Context: an optimization exercise on an open-source flow, tuned for small area, a short achievable clock period and few clock cycles per item. The choices shown serve that exercise and are no tape-out recipe.
For this run, only the layout was checked, not whether the RTL still works.

--- design/flow/flow/run.sh ---
#!/bin/bash
# Own layout flow: the standard layout (standard.sh), except that synthesis
# maps the logic with other ABC scripts (flow/procs.tcl). Registers, their
# names and cell types are those of the standard synthesis.
set -euo pipefail
W=$(pwd)
F=$W/flow
export MY_ABC_DEEP=$F/deep.abc MY_ABC_AREA=$F/area.abc
export MY_DEEP_MODULES="curl_tmix_* curl_sym2trits curl_trits2sym"
export MY_AREA_MODULES="curl_sponge curl_round_*"
cat "$F/procs.tcl" "$W/synth_recipe.tcl" > "$W/own_synth.tcl"
sed "s#SYNTH_SCRIPT=[^ ]*#SYNTH_SCRIPT=$W/own_synth.tcl#" "$W/standard.sh" > "$W/own_synth.sh"
bash "$W/own_synth.sh" synth > "$W/synth.log" 2>&1
bash "$W/standard.sh" > "$W/layout.log" 2>&1
--- design/flow/flow/area.abc ---
strash
&get -n
&st
&dch
&nf -a
&put
--- design/flow/flow/deep.abc ---
strash
&get -n
&deepsyn -T 20
&put
amap
--- design/flow/flow/procs.tcl ---
proc abc {args} {
  set i [lsearch -exact $args -script]
  set deep $args
  lset deep [expr {$i + 1}] $::env(MY_ABC_DEEP)
  set area $args
  lset area [expr {$i + 1}] $::env(MY_ABC_AREA)
  yosys abc {*}$deep {*}$::env(MY_DEEP_MODULES)
  yosys abc {*}$area {*}$::env(MY_AREA_MODULES)
}
proc extract_fa {args} { puts "extract_fa skipped" }
--- design/flow/standard.sh ---
#!/bin/bash
# synth_recipe.tcl (not shown) runs the flow's synth.tcl, then flattens the netlist and writes it again
# the make line also repeats each setting of config.mk as NAME=value (left out here)
make -C /OpenROAD-flow-scripts/flow DESIGN_CONFIG=/design/flow/config.mk WORK_HOME=/design/flow/orfs CLKGATE_MAP_FILE= SYNTH_SCRIPT=/design/flow/synth_recipe.tcl "${@:-finish}"
--- design/flow/config.mk ---
export PLATFORM = sky130hd
export DESIGN_NAME = curl_sponge
export DESIGN_NICKNAME = curl_sponge
export VERILOG_FILES = /design/flow/design.v
export SDC_FILE = /design/flow/constraint.sdc
export NUM_CORES = 4
export LEC_CHECK = 0
export CAP_MARGIN = 20
export CORE_MARGIN = 2
export CORE_UTILIZATION = 40
export SETUP_SLACK_MARGIN = 4
export SLEW_MARGIN = 20
export SYNTH_HIERARCHICAL = 1
export SYNTH_MINIMUM_KEEP_SIZE = 0
--- design/flow/constraint.sdc ---
create_clock -name core_clock -period 7.5 [get_ports {clk}]
set_input_delay 1.5000 -clock core_clock [delete_from_list [all_inputs] [get_ports {clk}]]
set_output_delay 1.5000 -clock core_clock [all_outputs]
set_load 0.01 [all_outputs]
--- design/flow/design.v ---
module curl_sym2trits(sym, trits);
  input [4:0] sym;
  wire [4:0] sym;
  output [5:0] trits;
  wire [5:0] trits;
  wire _060_;
  wire _061_;
  wire _062_;
  wire _063_;
  wire _064_;
  wire _065_;
  wire _066_;
  wire _067_;
  wire _068_;
  wire _069_;
  wire _070_;
  wire _071_;
  wire _072_;
  wire _073_;
  wire _074_;
  wire _075_;
  wire _076_;
  wire _077_;
  wire _078_;
  wire _079_;
  wire _080_;
  wire _081_;
  wire _082_;
  wire _083_;
  wire _084_;
  wire _085_;
  wire _086_;
  wire _087_;
  wire _088_;
  wire _089_;
  wire _090_;
  wire _091_;
  wire _092_;
  wire _093_;
  wire _094_;
  wire _095_;
  wire _096_;
  wire _097_;
  wire _098_;
  wire _099_;
  wire _100_;
  wire _101_;
  wire _102_;
  wire _103_;
  wire _104_;
  wire _105_;
  wire _106_;
  wire _107_;
  wire _108_;
  wire _109_;
  wire _110_;
  wire _111_;
  wire _112_;
  wire _113_;
  wire _114_;
  wire _115_;
  wire _116_;
  wire _117_;
  wire _118_;
  wire _119_;
  wire _120_;
  wire _121_;
  wire _122_;
  wire _123_;
  wire _124_;
  wire _125_;
  wire _126_;
  wire _127_;
  wire _128_;
  wire _129_;
  wire _130_;
  wire _131_;
  wire _132_;
  wire _133_;
  wire _134_;
  wire _135_;
  wire _136_;
  wire _137_;
  wire _138_;
  wire _139_;
  wire _140_;
  wire _141_;
  wire _142_;
  wire _143_;
  wire _144_;
  wire _145_;
  wire _146_;
  wire _147_;
  wire _148_;
  wire _149_;
  wire _150_;
  wire _151_;
  wire _152_;
  wire _153_;
  wire _154_;
  wire _155_;
  wire _156_;
  wire _157_;
  wire _158_;
  wire _159_;
  wire _160_;
  wire _161_;
  wire _162_;
  wire _163_;
  wire _164_;
  wire _165_;
  wire \_27_.A ;
  wire \_27_.Y ;
  wire \_28_.A ;
  wire \_28_.Y ;
  wire \_29_.A ;
  wire \_29_.Y ;
  wire \_30_.A ;
  wire \_30_.Y ;
  wire \_31_.A ;
  wire \_31_.Y ;
  wire \_32_.A ;
  wire \_32_.B ;
  wire \_32_.Y ;
  wire \_33_.A1 ;
  wire \_33_.A2 ;
  wire \_33_.B1 ;
  wire \_33_.Y ;
  wire \_34_.A_N ;
  wire \_34_.B ;
  wire \_34_.Y ;
  wire \_35_.A ;
  wire \_35_.B ;
  wire \_35_.Y ;
  wire \_36_.A ;
  wire \_36_.B ;
  wire \_36_.Y ;
  wire \_37_.A1 ;
  wire \_37_.A2 ;
  wire \_37_.B1 ;
  wire \_37_.Y ;
  wire \_38_.A1 ;
  wire \_38_.A2 ;
  wire \_38_.B1 ;
  wire \_38_.Y ;
  wire \_39_.A ;
  wire \_39_.B ;
  wire \_39_.Y ;
  wire \_40_.A ;
  wire \_40_.B ;
  wire \_40_.Y ;
  wire \_41_.A1 ;
  wire \_41_.A2 ;
  wire \_41_.B1 ;
  wire \_41_.Y ;
  wire \_42_.A ;
  wire \_42_.B ;
  wire \_42_.Y ;
  wire \_43_.A ;
  wire \_43_.B ;
  wire \_43_.C ;
  wire \_43_.Y ;
  wire \_44_.A ;
  wire \_44_.Y ;
  wire \_45_.A ;
  wire \_45_.B ;
  wire \_45_.Y ;
  wire \_46_.A ;
  wire \_46_.Y ;
  wire \_47_.A ;
  wire \_47_.B ;
  wire \_47_.C ;
  wire \_47_.Y ;
  wire \_48_.A1 ;
  wire \_48_.A2 ;
  wire \_48_.B1_N ;
  wire \_48_.Y ;
  wire \_49_.A ;
  wire \_49_.B ;
  wire \_49_.Y ;
  wire \_50_.A ;
  wire \_50_.B ;
  wire \_50_.Y ;
  wire \_51_.A1 ;
  wire \_51_.A2 ;
  wire \_51_.B1 ;
  wire \_51_.Y ;
  wire \_52_.A1 ;
  wire \_52_.A2 ;
  wire \_52_.B1 ;
  wire \_52_.X ;
  wire \_53_.A1 ;
  wire \_53_.A2 ;
  wire \_53_.B1 ;
  wire \_53_.Y ;
  wire \_54_.A1 ;
  wire \_54_.A2 ;
  wire \_54_.B1 ;
  wire \_54_.B2 ;
  wire \_54_.Y ;
  wire \_55_.A1 ;
  wire \_55_.A2 ;
  wire \_55_.B1 ;
  wire \_55_.Y ;
  wire \_56_.A ;
  wire \_56_.B ;
  wire \_56_.Y ;
  wire \_57_.A1 ;
  wire \_57_.A2 ;
  wire \_57_.B1 ;
  wire \_57_.B2 ;
  wire \_57_.Y ;
  wire \_58_.A1 ;
  wire \_58_.A2 ;
  wire \_58_.B1 ;
  wire \_58_.B2 ;
  wire \_58_.C1 ;
  wire \_58_.Y ;
  wire \_59_.A1 ;
  wire \_59_.A2 ;
  wire \_59_.B1 ;
  wire \_59_.C1 ;
  wire \_59_.Y ;
  assign \_32_.A  = ~sym[0];
  assign \_35_.A  = ~sym[1];
  assign \_42_.A  = ~sym[2];
  assign \_34_.B  = ~sym[3];
  assign \_37_.A1  = ~sym[4];
  assign \_33_.B1  = _060_ & _061_;
  assign _060_ = ~\_32_.A ;
  assign _061_ = ~sym[1];
  assign _066_ = _062_ & _063_;
  assign _067_ = _064_ & _065_;
  assign \_34_.A_N  = _066_ | _067_;
  assign _062_ = ~\_32_.A ;
  assign _063_ = ~\_33_.B1 ;
  assign _064_ = ~sym[1];
  assign _065_ = ~\_33_.B1 ;
  assign \_35_.B  = \_34_.A_N  | _068_;
  assign _068_ = ~\_34_.B ;
  assign \_52_.A1  = _069_ | _070_;
  assign _069_ = ~\_35_.A ;
  assign _070_ = ~\_35_.B ;
  assign \_37_.A2  = _071_ & _072_;
  assign _071_ = ~\_32_.A ;
  assign _072_ = ~\_35_.A ;
  assign _076_ = _073_ & _074_;
  assign \_38_.B1  = _076_ | _075_;
  assign _073_ = ~\_37_.A1 ;
  assign _074_ = ~\_37_.A2 ;
  assign _075_ = ~sym[2];
  assign _081_ = _077_ & _078_;
  assign _082_ = _079_ & _080_;
  assign \_39_.B  = _081_ | _082_;
  assign _077_ = ~\_35_.A ;
  assign _078_ = ~\_38_.B1 ;
  assign _079_ = ~\_35_.B ;
  assign _080_ = ~\_38_.B1 ;
  assign \_40_.B  = _083_ & _084_;
  assign _083_ = ~sym[3];
  assign _084_ = ~\_39_.B ;
  assign \_41_.B1  = _085_ & _086_;
  assign _085_ = ~sym[4];
  assign _086_ = ~\_40_.B ;
  assign _091_ = _087_ & _088_;
  assign _092_ = _089_ & _090_;
  assign \_41_.Y  = _091_ | _092_;
  assign _087_ = ~sym[4];
  assign _088_ = ~\_41_.B1 ;
  assign _089_ = ~\_40_.B ;
  assign _090_ = ~\_41_.B1 ;
  assign \_48_.A2  = _093_ & _094_;
  assign _093_ = ~\_42_.A ;
  assign _094_ = ~sym[3];
  assign _098_ = _095_ & _096_;
  assign \_44_.A  = _098_ & _097_;
  assign _095_ = ~sym[0];
  assign _096_ = ~\_35_.A ;
  assign _097_ = ~sym[3];
  assign \_58_.A1  = ~\_44_.A ;
  assign \_46_.A  = _099_ & _100_;
  assign _099_ = ~sym[2];
  assign _100_ = ~sym[4];
  assign \_47_.B  = ~\_46_.A ;
  assign _104_ = _101_ & _102_;
  assign \_48_.B1_N  = _104_ & _103_;
  assign _101_ = ~\_37_.A2 ;
  assign _102_ = ~\_47_.B ;
  assign _103_ = ~\_44_.A ;
  assign _107_ = _105_ & _106_;
  assign \_49_.B  = _107_ | \_48_.B1_N ;
  assign _105_ = ~\_37_.A1 ;
  assign _106_ = ~\_48_.A2 ;
  assign \_49_.Y  = _108_ & _109_;
  assign _108_ = ~\_39_.B ;
  assign _109_ = ~\_49_.B ;
  assign \_54_.B2  = _110_ & _111_;
  assign _110_ = ~\_42_.A ;
  assign _111_ = ~\_37_.A1 ;
  assign _115_ = _112_ & _113_;
  assign \_52_.A2  = _115_ | _114_;
  assign _112_ = ~\_42_.A ;
  assign _113_ = ~\_37_.A1 ;
  assign _114_ = ~\_47_.B ;
  assign _116_ = \_52_.A1  & \_49_.B ;
  assign _117_ = \_52_.A2  & \_49_.B ;
  assign \_52_.X  = _116_ | _117_;
  assign _121_ = _118_ & _119_;
  assign \_55_.A2  = _121_ | _120_;
  assign _118_ = ~\_34_.B ;
  assign _119_ = ~\_33_.B1 ;
  assign _120_ = ~\_35_.B ;
  assign _130_ = _122_ & _123_;
  assign _131_ = _124_ & _125_;
  assign _132_ = _126_ & _127_;
  assign _133_ = _128_ & _129_;
  assign _134_ = _130_ | _131_;
  assign _135_ = _134_ | _132_;
  assign \_55_.B1  = _135_ | _133_;
  assign _122_ = ~\_52_.A1 ;
  assign _123_ = ~\_44_.A ;
  assign _124_ = ~\_52_.A1 ;
  assign _125_ = ~\_54_.B2 ;
  assign _126_ = ~\_48_.B1_N ;
  assign _127_ = ~\_44_.A ;
  assign _128_ = ~\_48_.B1_N ;
  assign _129_ = ~\_54_.B2 ;
  assign _139_ = _136_ & _137_;
  assign \_55_.Y  = _139_ | _138_;
  assign _136_ = ~\_52_.A2 ;
  assign _137_ = ~\_55_.A2 ;
  assign _138_ = ~\_55_.B1 ;
  assign \_57_.A2  = _140_ & _141_;
  assign _140_ = ~\_34_.B ;
  assign _141_ = ~\_46_.A ;
  assign _146_ = _142_ & _143_;
  assign _147_ = _144_ & _145_;
  assign \_58_.C1  = _146_ | _147_;
  assign _142_ = ~\_34_.A_N ;
  assign _143_ = ~\_54_.B2 ;
  assign _144_ = ~\_33_.B1 ;
  assign _145_ = ~\_57_.A2 ;
  assign _153_ = _148_ & _149_;
  assign _154_ = _150_ & _151_;
  assign _155_ = _153_ | _154_;
  assign \_58_.Y  = _155_ | _152_;
  assign _148_ = ~\_47_.B ;
  assign _149_ = ~\_55_.A2 ;
  assign _150_ = ~\_58_.A1 ;
  assign _151_ = ~\_52_.A2 ;
  assign _152_ = ~\_58_.C1 ;
  assign _162_ = _156_ & _157_;
  assign _163_ = _162_ & _158_;
  assign _164_ = _159_ & _160_;
  assign _165_ = _164_ & _161_;
  assign \_59_.Y  = _163_ | _165_;
  assign _156_ = ~sym[1];
  assign _157_ = ~sym[4];
  assign _158_ = ~\_40_.B ;
  assign _159_ = ~\_57_.A2 ;
  assign _160_ = ~sym[4];
  assign _161_ = ~\_40_.B ;
  assign \_54_.B1  = \_44_.A ;
  assign \_54_.Y  = \_55_.B1 ;
  assign \_53_.A1  = \_34_.B ;
  assign \_53_.A2  = \_33_.B1 ;
  assign \_53_.B1  = \_35_.B ;
  assign \_53_.Y  = \_55_.A2 ;
  assign \_52_.B1  = \_49_.B ;
  assign \_51_.A1  = \_42_.A ;
  assign \_51_.A2  = \_37_.A1 ;
  assign \_51_.B1  = \_47_.B ;
  assign \_51_.Y  = \_52_.A2 ;
  assign \_50_.A  = \_42_.A ;
  assign \_50_.B  = \_37_.A1 ;
  assign \_50_.Y  = \_54_.B2 ;
  assign \_49_.A  = \_39_.B ;
  assign \_55_.A1  = \_52_.A2 ;
  assign \_48_.A1  = \_37_.A1 ;
  assign \_48_.Y  = \_49_.B ;
  assign \_47_.A  = \_37_.A2 ;
  assign \_47_.C  = \_44_.A ;
  assign \_47_.Y  = \_48_.B1_N ;
  assign \_46_.Y  = \_47_.B ;
  assign \_45_.A  = sym[2];
  assign \_45_.B  = sym[4];
  assign \_45_.Y  = \_46_.A ;
  assign \_56_.Y  = \_57_.A2 ;
  assign \_44_.Y  = \_58_.A1 ;
  assign \_56_.B  = \_46_.A ;
  assign \_43_.A  = sym[0];
  assign \_43_.B  = \_35_.A ;
  assign \_43_.C  = sym[3];
  assign \_43_.Y  = \_44_.A ;
  assign \_56_.A  = \_34_.B ;
  assign \_42_.B  = sym[3];
  assign \_42_.Y  = \_48_.A2 ;
  assign \_41_.A1  = sym[4];
  assign \_41_.A2  = \_40_.B ;
  assign \_40_.A  = sym[4];
  assign \_40_.Y  = \_41_.B1 ;
  assign \_39_.A  = sym[3];
  assign \_39_.Y  = \_40_.B ;
  assign \_38_.A1  = \_35_.A ;
  assign \_38_.A2  = \_35_.B ;
  assign \_38_.Y  = \_39_.B ;
  assign \_37_.B1  = sym[2];
  assign \_37_.Y  = \_38_.B1 ;
  assign \_36_.A  = \_32_.A ;
  assign \_36_.B  = \_35_.A ;
  assign \_36_.Y  = \_37_.A2 ;
  assign \_35_.Y  = \_52_.A1 ;
  assign \_57_.Y  = \_58_.C1 ;
  assign \_34_.Y  = \_35_.B ;
  assign \_57_.B2  = \_54_.B2 ;
  assign \_33_.A1  = \_32_.A ;
  assign \_33_.A2  = sym[1];
  assign \_33_.Y  = \_34_.A_N ;
  assign \_57_.B1  = \_34_.A_N ;
  assign \_32_.B  = sym[1];
  assign \_32_.Y  = \_33_.B1 ;
  assign \_31_.A  = sym[4];
  assign \_31_.Y  = \_37_.A1 ;
  assign \_57_.A1  = \_33_.B1 ;
  assign \_30_.A  = sym[3];
  assign \_30_.Y  = \_34_.B ;
  assign \_54_.A1  = \_52_.A1 ;
  assign \_29_.A  = sym[2];
  assign \_29_.Y  = \_42_.A ;
  assign \_28_.A  = sym[1];
  assign \_28_.Y  = \_35_.A ;
  assign \_27_.A  = sym[0];
  assign \_27_.Y  = \_32_.A ;
  assign \_58_.B2  = \_55_.A2 ;
  assign \_58_.B1  = \_47_.B ;
  assign \_58_.A2  = \_52_.A2 ;
  assign \_54_.A2  = \_48_.B1_N ;
  assign \_59_.C1  = \_40_.B ;
  assign \_59_.B1  = sym[4];
  assign \_59_.A2  = \_57_.A2 ;
  assign \_59_.A1  = sym[1];
  assign trits = { \_59_.Y , \_41_.Y , \_49_.Y , \_52_.X , \_55_.Y , \_58_.Y  };
endmodule
module curl_trits2sym(trits, sym);
  input [5:0] trits;
  wire [5:0] trits;
  output [4:0] sym;
  wire [4:0] sym;
  wire _053_;
  wire _054_;
  wire _055_;
  wire _056_;
  wire _057_;
  wire _058_;
  wire _059_;
  wire _060_;
  wire _061_;
  wire _062_;
  wire _063_;
  wire _064_;
  wire _065_;
  wire _066_;
  wire _067_;
  wire _068_;
  wire _069_;
  wire _070_;
  wire _071_;
  wire _072_;
  wire _073_;
  wire _074_;
  wire _075_;
  wire _076_;
  wire _077_;
  wire _078_;
  wire _079_;
  wire _080_;
  wire _081_;
  wire _082_;
  wire _083_;
  wire _084_;
  wire _085_;
  wire _086_;
  wire _087_;
  wire _088_;
  wire _089_;
  wire _090_;
  wire _091_;
  wire _092_;
  wire _093_;
  wire _094_;
  wire _095_;
  wire _096_;
  wire _097_;
  wire _098_;
  wire _099_;
  wire _100_;
  wire _101_;
  wire _102_;
  wire _103_;
  wire _104_;
  wire _105_;
  wire _106_;
  wire _107_;
  wire _108_;
  wire _109_;
  wire _110_;
  wire _111_;
  wire _112_;
  wire _113_;
  wire _114_;
  wire _115_;
  wire _116_;
  wire _117_;
  wire _118_;
  wire _119_;
  wire _120_;
  wire _121_;
  wire _122_;
  wire _123_;
  wire _124_;
  wire _125_;
  wire _126_;
  wire _127_;
  wire _128_;
  wire _129_;
  wire _130_;
  wire \_24_.A ;
  wire \_24_.Y ;
  wire \_25_.A ;
  wire \_25_.Y ;
  wire \_26_.A ;
  wire \_26_.Y ;
  wire \_27_.A ;
  wire \_27_.Y ;
  wire \_28_.A ;
  wire \_28_.Y ;
  wire \_29_.A ;
  wire \_29_.B ;
  wire \_29_.Y ;
  wire \_30_.A1 ;
  wire \_30_.A2 ;
  wire \_30_.B1 ;
  wire \_30_.Y ;
  wire \_31_.A ;
  wire \_31_.Y ;
  wire \_32_.A1 ;
  wire \_32_.A2 ;
  wire \_32_.B1 ;
  wire \_32_.Y ;
  wire \_33_.A ;
  wire \_33_.B ;
  wire \_33_.Y ;
  wire \_34_.A ;
  wire \_34_.B ;
  wire \_34_.C ;
  wire \_34_.Y ;
  wire \_35_.A1 ;
  wire \_35_.A2 ;
  wire \_35_.B1_N ;
  wire \_35_.Y ;
  wire \_36_.A1 ;
  wire \_36_.A2 ;
  wire \_36_.B1 ;
  wire \_36_.Y ;
  wire \_37_.A ;
  wire \_37_.B ;
  wire \_37_.Y ;
  wire \_38_.A1 ;
  wire \_38_.A2 ;
  wire \_38_.B1 ;
  wire \_38_.Y ;
  wire \_39_.A ;
  wire \_39_.B ;
  wire \_39_.Y ;
  wire \_40_.A ;
  wire \_40_.B ;
  wire \_40_.Y ;
  wire \_41_.A ;
  wire \_41_.B ;
  wire \_41_.Y ;
  wire \_42_.A1 ;
  wire \_42_.A2 ;
  wire \_42_.B1 ;
  wire \_42_.Y ;
  wire \_43_.A ;
  wire \_43_.B ;
  wire \_43_.Y ;
  wire \_44_.A1 ;
  wire \_44_.A2 ;
  wire \_44_.B1 ;
  wire \_44_.Y ;
  wire \_45_.A ;
  wire \_45_.B_N ;
  wire \_45_.Y ;
  wire \_46_.A ;
  wire \_46_.B ;
  wire \_46_.C ;
  wire \_46_.X ;
  wire \_47_.A1 ;
  wire \_47_.A2 ;
  wire \_47_.B1 ;
  wire \_47_.X ;
  wire \_48_.A1 ;
  wire \_48_.A2 ;
  wire \_48_.A3 ;
  wire \_48_.B1 ;
  wire \_48_.Y ;
  wire \_49_.A1 ;
  wire \_49_.A2 ;
  wire \_49_.B1 ;
  wire \_49_.Y ;
  wire \_50_.A1 ;
  wire \_50_.A2 ;
  wire \_50_.B1 ;
  wire \_50_.X ;
  wire \_51_.A1 ;
  wire \_51_.A2 ;
  wire \_51_.B1 ;
  wire \_51_.Y ;
  wire \_52_.A1 ;
  wire \_52_.A2 ;
  wire \_52_.B1 ;
  wire \_52_.Y ;
  assign \_30_.B1  = ~trits[1];
  assign \_35_.A1  = ~trits[2];
  assign \_30_.A2  = ~trits[0];
  assign \_36_.A1  = ~trits[4];
  assign \_32_.B1  = ~trits[5];
  assign \_45_.A  = _053_ & _054_;
  assign _053_ = ~trits[2];
  assign _054_ = ~trits[3];
  assign _058_ = _055_ & _056_;
  assign \_31_.A  = _058_ | _057_;
  assign _055_ = ~trits[3];
  assign _056_ = ~\_30_.A2 ;
  assign _057_ = ~\_30_.B1 ;
  assign \_33_.A  = ~\_31_.A ;
  assign _062_ = _059_ & _060_;
  assign \_33_.B  = _062_ | _061_;
  assign _059_ = ~trits[1];
  assign _060_ = ~trits[4];
  assign _061_ = ~\_32_.B1 ;
  assign \_34_.C  = _063_ & _064_;
  assign _063_ = ~\_33_.A ;
  assign _064_ = ~\_33_.B ;
  assign _068_ = _065_ & _066_;
  assign \_37_.A  = _068_ & _067_;
  assign _065_ = ~trits[2];
  assign _066_ = ~trits[3];
  assign _067_ = ~\_34_.C ;
  assign _071_ = _069_ & _070_;
  assign \_36_.A2  = _071_ | trits[3];
  assign _069_ = ~\_35_.A1 ;
  assign _070_ = ~\_33_.A ;
  assign _075_ = _072_ & _073_;
  assign \_37_.B  = _075_ | _074_;
  assign _072_ = ~\_36_.A1 ;
  assign _073_ = ~\_36_.A2 ;
  assign _074_ = ~\_32_.B1 ;
  assign \_38_.B1  = _076_ & _077_;
  assign _076_ = ~\_37_.A ;
  assign _077_ = ~\_37_.B ;
  assign _082_ = _078_ & _079_;
  assign _083_ = _080_ & _081_;
  assign \_38_.Y  = _082_ | _083_;
  assign _078_ = ~\_37_.A ;
  assign _079_ = ~\_38_.B1 ;
  assign _080_ = ~\_37_.B ;
  assign _081_ = ~\_38_.B1 ;
  assign \_43_.A  = _084_ & _085_;
  assign _084_ = ~\_35_.A1 ;
  assign _085_ = ~trits[3];
  assign \_41_.B  = _086_ & _087_;
  assign _086_ = ~trits[1];
  assign _087_ = ~\_30_.A2 ;
  assign \_42_.B1  = _088_ & _089_;
  assign _088_ = ~\_37_.B ;
  assign _089_ = ~\_41_.B ;
  assign _094_ = _090_ & _091_;
  assign _095_ = _092_ & _093_;
  assign \_43_.B  = _094_ | _095_;
  assign _090_ = ~\_37_.B ;
  assign _091_ = ~\_42_.B1 ;
  assign _092_ = ~\_41_.B ;
  assign _093_ = ~\_42_.B1 ;
  assign \_44_.B1  = _096_ & _097_;
  assign _096_ = ~\_43_.A ;
  assign _097_ = ~\_43_.B ;
  assign _102_ = _098_ & _099_;
  assign _103_ = _100_ & _101_;
  assign \_45_.B_N  = _102_ | _103_;
  assign _098_ = ~\_43_.A ;
  assign _099_ = ~\_44_.B1 ;
  assign _100_ = ~\_43_.B ;
  assign _101_ = ~\_44_.B1 ;
  assign \_47_.A2  = _104_ & \_45_.B_N ;
  assign _104_ = ~\_45_.A ;
  assign _105_ = trits[4] | trits[5];
  assign \_47_.B1  = _105_ | \_45_.A ;
  assign _106_ = \_32_.B1  & \_47_.B1 ;
  assign _107_ = \_47_.A2  & \_47_.B1 ;
  assign \_49_.A2  = _106_ | _107_;
  assign _114_ = _108_ & _109_;
  assign _115_ = _110_ & _111_;
  assign _116_ = _112_ & _113_;
  assign _117_ = _114_ | _115_;
  assign \_49_.B1  = _117_ | _116_;
  assign _108_ = ~trits[5];
  assign _109_ = ~\_34_.C ;
  assign _110_ = ~\_31_.A ;
  assign _111_ = ~\_34_.C ;
  assign _112_ = ~\_47_.A2 ;
  assign _113_ = ~\_34_.C ;
  assign _121_ = _118_ & _119_;
  assign \_50_.A2  = _121_ | _120_;
  assign _118_ = ~\_31_.A ;
  assign _119_ = ~\_49_.A2 ;
  assign _120_ = ~\_49_.B1 ;
  assign _122_ = trits[3] & \_50_.A2 ;
  assign \_50_.X  = _122_ | \_37_.A ;
  assign _126_ = _123_ & _124_;
  assign \_51_.Y  = _126_ | _125_;
  assign _123_ = ~\_30_.B1 ;
  assign _124_ = ~\_47_.B1 ;
  assign _125_ = ~\_50_.A2 ;
  assign _130_ = _127_ & _128_;
  assign \_52_.Y  = _130_ | _129_;
  assign _127_ = ~\_33_.B ;
  assign _128_ = ~\_36_.A2 ;
  assign _129_ = ~\_47_.B1 ;
  assign \_46_.A  = trits[4];
  assign \_46_.B  = trits[5];
  assign \_46_.C  = \_45_.A ;
  assign \_46_.X  = \_47_.B1 ;
  assign \_45_.Y  = \_47_.A2 ;
  assign \_44_.A1  = \_43_.A ;
  assign \_44_.A2  = \_43_.B ;
  assign \_44_.Y  = \_45_.B_N ;
  assign \_43_.Y  = \_44_.B1 ;
  assign \_42_.A1  = \_37_.B ;
  assign \_42_.A2  = \_41_.B ;
  assign \_42_.Y  = \_43_.B ;
  assign \_41_.A  = \_37_.B ;
  assign \_41_.Y  = \_42_.B1 ;
  assign \_40_.A  = trits[1];
  assign \_40_.B  = \_30_.A2 ;
  assign \_40_.Y  = \_41_.B ;
  assign \_39_.A  = \_35_.A1 ;
  assign \_39_.B  = trits[3];
  assign \_39_.Y  = \_43_.A ;
  assign \_38_.A1  = \_37_.A ;
  assign \_38_.A2  = \_37_.B ;
  assign \_37_.Y  = \_38_.B1 ;
  assign \_48_.Y  = \_49_.B1 ;
  assign \_36_.B1  = \_32_.B1 ;
  assign \_36_.Y  = \_37_.B ;
  assign \_48_.B1  = \_34_.C ;
  assign \_35_.A2  = \_33_.A ;
  assign \_35_.B1_N  = trits[3];
  assign \_35_.Y  = \_36_.A2 ;
  assign \_48_.A3  = \_47_.A2 ;
  assign \_34_.A  = trits[2];
  assign \_34_.B  = trits[3];
  assign \_34_.Y  = \_37_.A ;
  assign \_48_.A2  = \_31_.A ;
  assign \_33_.Y  = \_34_.C ;
  assign \_48_.A1  = trits[5];
  assign \_32_.A1  = trits[1];
  assign \_32_.A2  = trits[4];
  assign \_32_.Y  = \_33_.B ;
  assign \_47_.A1  = \_32_.B1 ;
  assign \_31_.Y  = \_33_.A ;
  assign \_30_.A1  = trits[3];
  assign \_30_.Y  = \_31_.A ;
  assign \_29_.A  = trits[2];
  assign \_29_.B  = trits[3];
  assign \_29_.Y  = \_45_.A ;
  assign \_28_.A  = trits[5];
  assign \_28_.Y  = \_32_.B1 ;
  assign \_27_.A  = trits[4];
  assign \_27_.Y  = \_36_.A1 ;
  assign \_49_.Y  = \_50_.A2 ;
  assign \_26_.A  = trits[0];
  assign \_26_.Y  = \_30_.A2 ;
  assign \_25_.A  = trits[2];
  assign \_25_.Y  = \_35_.A1 ;
  assign \_24_.A  = trits[1];
  assign \_24_.Y  = \_30_.B1 ;
  assign \_49_.A1  = \_31_.A ;
  assign \_50_.B1  = \_37_.A ;
  assign \_50_.A1  = trits[3];
  assign \_51_.B1  = \_50_.A2 ;
  assign \_51_.A2  = \_47_.B1 ;
  assign \_51_.A1  = \_30_.B1 ;
  assign \_47_.X  = \_49_.A2 ;
  assign \_52_.B1  = \_47_.B1 ;
  assign \_52_.A2  = \_36_.A2 ;
  assign \_52_.A1  = \_33_.B ;
  assign sym = { \_52_.Y , \_38_.Y , \_50_.X , \_51_.Y , \_45_.B_N  };
endmodule
module curl_tmix_012_312 (
  input  wire [1:0] x,
  input  wire [1:0] y,
  output wire [1:0] z
);
  assign z[1] = ((~(x[0])&~(y[1])&~(y[0])) | (~(x[1])&~(((~(y[1])&~(y[0]))))));
  assign z[0] = ((~(x[0])&~(((~(x[1])&~(x[0])&~(y[1]))))) | (~(y[1])&~(((~(x[1])&~(x[0])&~(y[1]))))));
endmodule
module curl_tmix_312_012 (
  input  wire [1:0] x,
  input  wire [1:0] y,
  output wire [1:0] z
);
  assign z[1] = ((~(x[1])&~(y[0])) | (~(((~(x[1])) | (~(x[0])) | (~(y[0]))))));
  assign z[0] = ((~(x[1])&~(x[0])) | (~(x[1])&~(((~(y[1])) | (~(y[0]))))) | (~(y[1])&~(x[0])) | (~(y[0])&~(x[0])) | (~(y[1])&~(((~(y[1])) | (~(y[0]))))) | (~(y[0])&~(((~(y[1])) | (~(y[0]))))));
endmodule
module curl_tmix_312_312 (
  input  wire [1:0] x,
  input  wire [1:0] y,
  output wire [1:0] z
);
  assign z[1] = (((x[1])&(y[1])&(y[0])) | ((x[0])&(((~(y[1])) | (~(y[0]))))));
  assign z[0] = ((~(x[1])&~(((~(x[1])&~(y[0]))))) | (~(x[0])&~(((~(x[1])&~(y[0]))))) | (~(y[0])&~(((~(x[1])&~(y[0]))))));
endmodule
module curl_round_012_312 (
  input  wire [1457:0] old_state,
  output wire [1457:0] new_state
);
  curl_tmix_012_312 u_t0 (.x(old_state[0 +: 2]), .y(old_state[2*364 +: 2]), .z(new_state[0 +: 2]));
  genvar i;
  generate
    for (i = 0; i < 364; i = i + 1) begin : g_pair
      curl_tmix_012_312 u_odd  (.x(old_state[2*(364 - i) +: 2]), .y(old_state[2*(728 - i) +: 2]), .z(new_state[2*(2*i + 1) +: 2]));
      curl_tmix_012_312 u_even (.x(old_state[2*(728 - i) +: 2]), .y(old_state[2*(363 - i) +: 2]), .z(new_state[2*(2*i + 2) +: 2]));
    end
  endgenerate
endmodule
module curl_round_312_012 (
  input  wire [1457:0] old_state,
  output wire [1457:0] new_state
);
  curl_tmix_312_012 u_t0 (.x(old_state[0 +: 2]), .y(old_state[2*364 +: 2]), .z(new_state[0 +: 2]));
  genvar i;
  generate
    for (i = 0; i < 364; i = i + 1) begin : g_pair
      curl_tmix_312_012 u_odd  (.x(old_state[2*(364 - i) +: 2]), .y(old_state[2*(728 - i) +: 2]), .z(new_state[2*(2*i + 1) +: 2]));
      curl_tmix_312_012 u_even (.x(old_state[2*(728 - i) +: 2]), .y(old_state[2*(363 - i) +: 2]), .z(new_state[2*(2*i + 2) +: 2]));
    end
  endgenerate
endmodule
module curl_round_312_312 (
  input  wire [1457:0] old_state,
  output wire [1457:0] new_state
);
  curl_tmix_312_312 u_t0 (.x(old_state[0 +: 2]), .y(old_state[2*364 +: 2]), .z(new_state[0 +: 2]));
  genvar i;
  generate
    for (i = 0; i < 364; i = i + 1) begin : g_pair
      curl_tmix_312_312 u_odd  (.x(old_state[2*(364 - i) +: 2]), .y(old_state[2*(728 - i) +: 2]), .z(new_state[2*(2*i + 1) +: 2]));
      curl_tmix_312_312 u_even (.x(old_state[2*(728 - i) +: 2]), .y(old_state[2*(363 - i) +: 2]), .z(new_state[2*(2*i + 2) +: 2]));
    end
  endgenerate
endmodule
module curl_sponge (
  input  wire         clk,
  input  wire         rst,         
  input  wire         in_valid,
  input  wire         in_first,    
  input  wire [404:0] in_chunk,    
  output wire         in_ready,
  output reg          out_valid,
  output wire [404:0] out_digest   
);
  localparam STATE_BITS = 1458;    
  localparam SLOT_BITS  = 486;     
  localparam CYCLES     = 9;   
  reg  [STATE_BITS-1:0] state;
  reg  [404:0]          out_q;
  reg                   busy;      
  reg                   open_;     
  reg                   zero_up;   
  reg  [3:0]            cyc;
  wire [SLOT_BITS-1:0]  chunk_trits;
  wire [404:0]          digest;
  wire [STATE_BITS-1:0] rs [0:3];
  genvar k;
  generate
    for (k = 0; k < 81; k = k + 1) begin : g_dec
      curl_sym2trits u_dec (
        .sym  (in_chunk[5*k +: 5]),
        .trits(chunk_trits[6*k +: 6])
      );
    end
  endgenerate
  assign rs[0] = state;
  curl_round_012_312 u_r0 (.old_state(rs[0]), .new_state(rs[1]));
  curl_round_312_312 u_r1 (.old_state(rs[1]), .new_state(rs[2]));
  curl_round_312_012 u_r2 (.old_state(rs[2]), .new_state(rs[3]));
  assign in_ready = open_;
  wire accept = in_valid && open_;
  wire last   = busy && (cyc == CYCLES - 1);
  wire clear  = (zero_up && !busy) || (accept && in_first);
  always @(posedge clk) begin
    if (open_)
      state[SLOT_BITS-1:0] <= chunk_trits;
    else
      state[SLOT_BITS-1:0] <= rs[3][SLOT_BITS-1:0];
  end
  genvar u;
  generate
    for (u = SLOT_BITS / 2; u < STATE_BITS / 2; u = u + 1) begin : g_up
      always @(posedge clk) begin
        if (clear)
          state[2*u +: 2] <= 2'b01;
        else if (busy)
          state[2*u +: 2] <= rs[3][2*u +: 2];
      end
    end
    for (k = 0; k < 81; k = k + 1) begin : g_enc
      curl_trits2sym u_enc (
        .trits(rs[3][6*k +: 6]),
        .sym  (digest[5*k +: 5])
      );
    end
  endgenerate
  always @(posedge clk)
    out_q <= digest;
  assign out_digest = out_q;
  always @(posedge clk) begin
    if (rst) begin
      busy      <= 1'b0;
      open_     <= 1'b1;
      zero_up   <= 1'b1;
      cyc       <= 4'd0;
      out_valid <= 1'b0;
    end else begin
      out_valid <= last;
      if (!busy) zero_up <= 1'b0;
      if (accept) begin
        busy  <= 1'b1;
        open_ <= (CYCLES == 1);
        cyc   <= 4'd0;
      end else if (last) begin
        busy  <= 1'b0;
        open_ <= 1'b1;
      end else if (busy) begin
        cyc   <= cyc + 4'd1;
        open_ <= (cyc == CYCLES - 2);
      end
    end
  end
endmodule
==> summary.txt <==
-- repair_timing --
item                       in CTS  in global routing
setup buffers                  10                230
setup endpoints to repair     306                259
gates cloned                    0                  0
pin swaps                       2                 13
resized for setup             632               1170
-- modules after synthesis, one instance, submodules excluded, a selection --
module             cells  times used
curl_sponge         4327           1
curl_sym2trits        37          81
curl_trits2sym        30          81
curl_tmix_312_312      4         729
curl_tmix_012_312      4         729
curl_tmix_312_012      4         729
-- routing by layer --
metal	track usage (%)	vias to the layer above
met1	49.2	70900
met3	8.86	1371
met5	0	-
met4	25.3	40
met2	53.2	7830
li1	-	71500
-- placed cells by master, fill, tap and decap left out, types with 82 or more instances in the layout --
cell                n
a31oi_2           135
a21oi_1           652
o21ai_1           156
xnor2_1            82
o22ai_1           162
buf_4             413
nor3_1            729
a32oi_1           659
mux2i_1           972
o32ai_4           145
dfxtp_1          1473
a31oi_4           104
mux2_1            486
nand2_1          2270
o221ai_1          162
o32ai_2           109
nor2_1           2918
o21ai_0          1312
o21bai_1           82
o32ai_1           475
nand3_1           731
dfxtp_2           370
a31oi_1           490
a21oi_2           232
clkbuf_16         235
a211oi_1          163
a32o_1            702
a21o_1            163
diode_2           129
clkdlybuf4s50_1   803
clkinv_1          893
-- logic make-up (layout without fill, tap and decap cells) --
family | count (synthesis) | count (layout) | synth area share, %
multiplexers | 1458 | 1458 | 11.1
AND/OR/NAND/NOR | 6978 | 6978 | 21.1
AO/OA/AOI/OAI | 6328 | 6328 | 32.4
XOR/XNOR | 83 | 83 | 0.533
other | 0 | 129 | 0
buffers and inverters | 1784 | 2575 | 7.36
flip-flops | 1871 | 1871 | 27.5
-- flip-flops by register name (all words and copies together) (netlist names) --
name	cells
busy	1
cyc	4
zero_up	1
open_	1
out_valid	1
out_q	405
state	1458
-- critical path, delay by kind of cell, from the launching register on --
| family | cells | cell delay (ns) |
|---|---|---|
| AO/OA/AOI/OAI | 3 | 2.41 |
| flip-flops | 1 | 0.49 |
| multiplexers | 1 | 0.18 |
| AND/OR/NAND/NOR | 3 | 0.35 |
-- metrics by stage --
step	util (%)
final	48.4
after floorplan	-
after global routing	48.4
after CTS	46.2
after detailed placement	42.8
after global placement	42.8
-- how the worst max path moves through the flow --
stage / startpoint / to / slack [ns] / cells after the start
2_1_floorplan: busy$_SDFFE_PP0P_ / state[1001]$_SDFFE_PP0P_ / -55.88 / 2
3_3_place_gp: state[178]$_DFF_P_ / out_q[31]$_DFF_P_ / 2.81 / 14
3_5_place_dp: state[179]$_DFF_P_ / out_q[31]$_DFF_P_ / 2.94 / 14
4_1_cts: state[1237]$_SDFFE_PP0P_ / out_q[256]$_DFF_P_ / 3.82 / 15
5_1_grt: state[1267]$_SDFFE_PP0P_ / out_q[56]$_DFF_P_ / 3.82 / 15
6_report: state[114]$_DFF_P_ / state[544]$_SDFFE_PP1P_ / 3.95 / 7
-- area by class of cell --
cell class / instances / area (µm²) / area share (%)
clock inverter: 112 / 1570 / 0.952
clock buffer: 312 / 6580 / 4.00
antenna: 129 / 323 / 0.196
inverter: 893 / 3350 / 2.04
multi-input combinational: 14800 / 97100 / 59.1
timing repair buffer: 1258 / 11800 / 7.17
sequential: 1871 / 38000 / 23.1
tap: 4536 / 5680 / 3.45
==> impl_metrics.json <==
{
  "hp-class": "flop to flop",
  "rsz0062_at_grt": "true",
  "synthCells": 18500,
  "clock_path_buffers": 4,
  "grt_max_degree": 136,
  "yosys_warnings": 7,
  "whs_path_depth": 2,
  "final_cells": 24000,
  "clk_pin_slew_ns": 0.07,
  "dr_wl_met2_um": 278000,
  "clock-root-buffer": "clkbuf_16",
  "synth_most_common_cell": "nor2_1",
  "dieArea_mm2": 0.346,
  "port_buffers": 815,
  "cts-hold-fix-buffers": 0,
  "n_fill_cell": 33200,
  "final_cell_area_mm2": 0.164,
  "ys_types": 35,
  "synthArstFlopShare_pct": 0,
  "antenna_found_initial": 91,
  "grt_pass1_wl_um": 926000,
  "wl_met3_um": 78000,
  "wl_um": 692000,
  "syn_to_final_growth_pct": 20.5,
  "dr.pass1.iters": 10,
  "crit_chain": "o32ai_1 -> nor2_1 -> a31oi_1 -> nand2_1 -> a32oi_1 -> mux2i_1 -> nand2_1",
  "post_dp_cell_area_mm2": 0.145,
  "synth_edf_count": 0,
  "wl_met1_um": 279000,
  "synth_ff_type": "dfxtp_1",
  "r2r_end": "state[544]$_SDFFE_PP1P_",
  "cp_common_cell": "nand2_1",
  "highest_layer": "met5",
  "yosysTopAreaCell": "dfxtp_1",
  "tightest_slew_ns": 1.58,
  "place_congestion": 1.06,
  "die_x_um": 588,
  "grt_overflow": 0,
  "synth_area_mm2": 0.136,
  "reg2reg_depth": 7,
  "criticalPathCategory": "flop to flop",
  "timing.clock.skew_ns": 0.0592,
  "cts_tree": "built",
  "period_minus_slack_ns": 3.55,
  "rr_startpoint": "state[114]$_DFF_P_",
  "drc_errors": 0,
  "htreeDepth": 4,
  "vias_per_cell": 6.33,
  "start_kind": "flop",
  "ioPinCount": 816,
  "dpl.hpwl_um": 561000,
  "dp_slack_ns": 2.94,
  "synth_top_area_share_pct": 27.5,
  "drive_above_1_share_pct": 11.1,
  "status": "complete, but fails checks",
  "design.core.area_mm2": 0.340,
  "seq_area_frac_synth_pct": 27.5,
  "cts_num_sinks": 1871,
  "antenna_left": 0,
  "synthTopCellsByCount": "nor2_1 (2918), nand2_1 (2270), dfxtp_1 (1871)",
  "place_inst": 23200,
  "grt_usage_pct": 37.2,
  "fin_nets": 19500,
  "synth.avg_cell_area_um2": 7.37,
  "vias": 152000,
  "synth_area_leaders": "dfxtp_1 (27%), nor2_1 (8.0%), mux2i_1 (7.1%), nand2_1 (6.2%), o21ai_0 (5.7%)",
  "maxCapViolations": 0,
  "slew_headroom_pct": -5.23,
  "fin_crit_sh_pct": 47.4,
  "crit_required_ns": 8.39,
  "hold_violations": 0,
  "cts_buffers": 231,
  "row_count": 214,
  "cp-end-kind": "flop",
  "timing.fmax_ghz": 0.281,
  "insertion_delay_ns": 1.01,
  "crit_slowest_cell": "a32oi_1",
  "syn_nets": 18900,
  "finalSetupViolCount": 0,
  "check-failures": "slew limit",
  "wl_per_cell_um": 28.9,
  "cp.arrival_ns": 4.45,
  "final.setup.tns_ns": 0,
  "fin_ws_ns": 3.95,
  "cp_max_fo": 6,
  "slew_viol_final": 2,
  "hold_start": "cyc[3]$_SDFFE_PP0P_",
  "dieHeight_um": 588,
  "drt_iter0_drc": 20400,
  "r2r_slack_ns": 3.95,
  "initial_utilization_pct": 40.2,
  "holdWs_ns": 0.535,
  "grt_pass1_vias": 122000,
  "worst_path_largest_cell_delay_ns": 1.00,
  "min_to": "cyc[3]$_SDFFE_PP0P_",
  "synth.ff_latch_count": 1871
}

[re-timing with driven ports]
Ports are ideal in the flow. The routed layout listed here was re-timed in OpenROAD.
Step 1: set_driving_cell puts a clkbuf_16 on clk and a buf_2 on each other input, an assumption about the parent block.
Step 2, shift: input delay + t, output delay - t, t = (earliest + latest rising clock arrival at the registers) / 2. This alone moves slack from input paths to output paths.
Slacks: ideal / step 1 / step 2; pairs: ideal / step 1.
t (ns): 1.098
slack for setup (ns): 3.947 / 3.895 / 3.182
hold WS [ns]: 0.535 / 0.535 / 0.535
cell pins on the clock port's net: 1
The setup slack of this run moves by -0.052 ns with the drivers and by -0.765 ns with both steps.
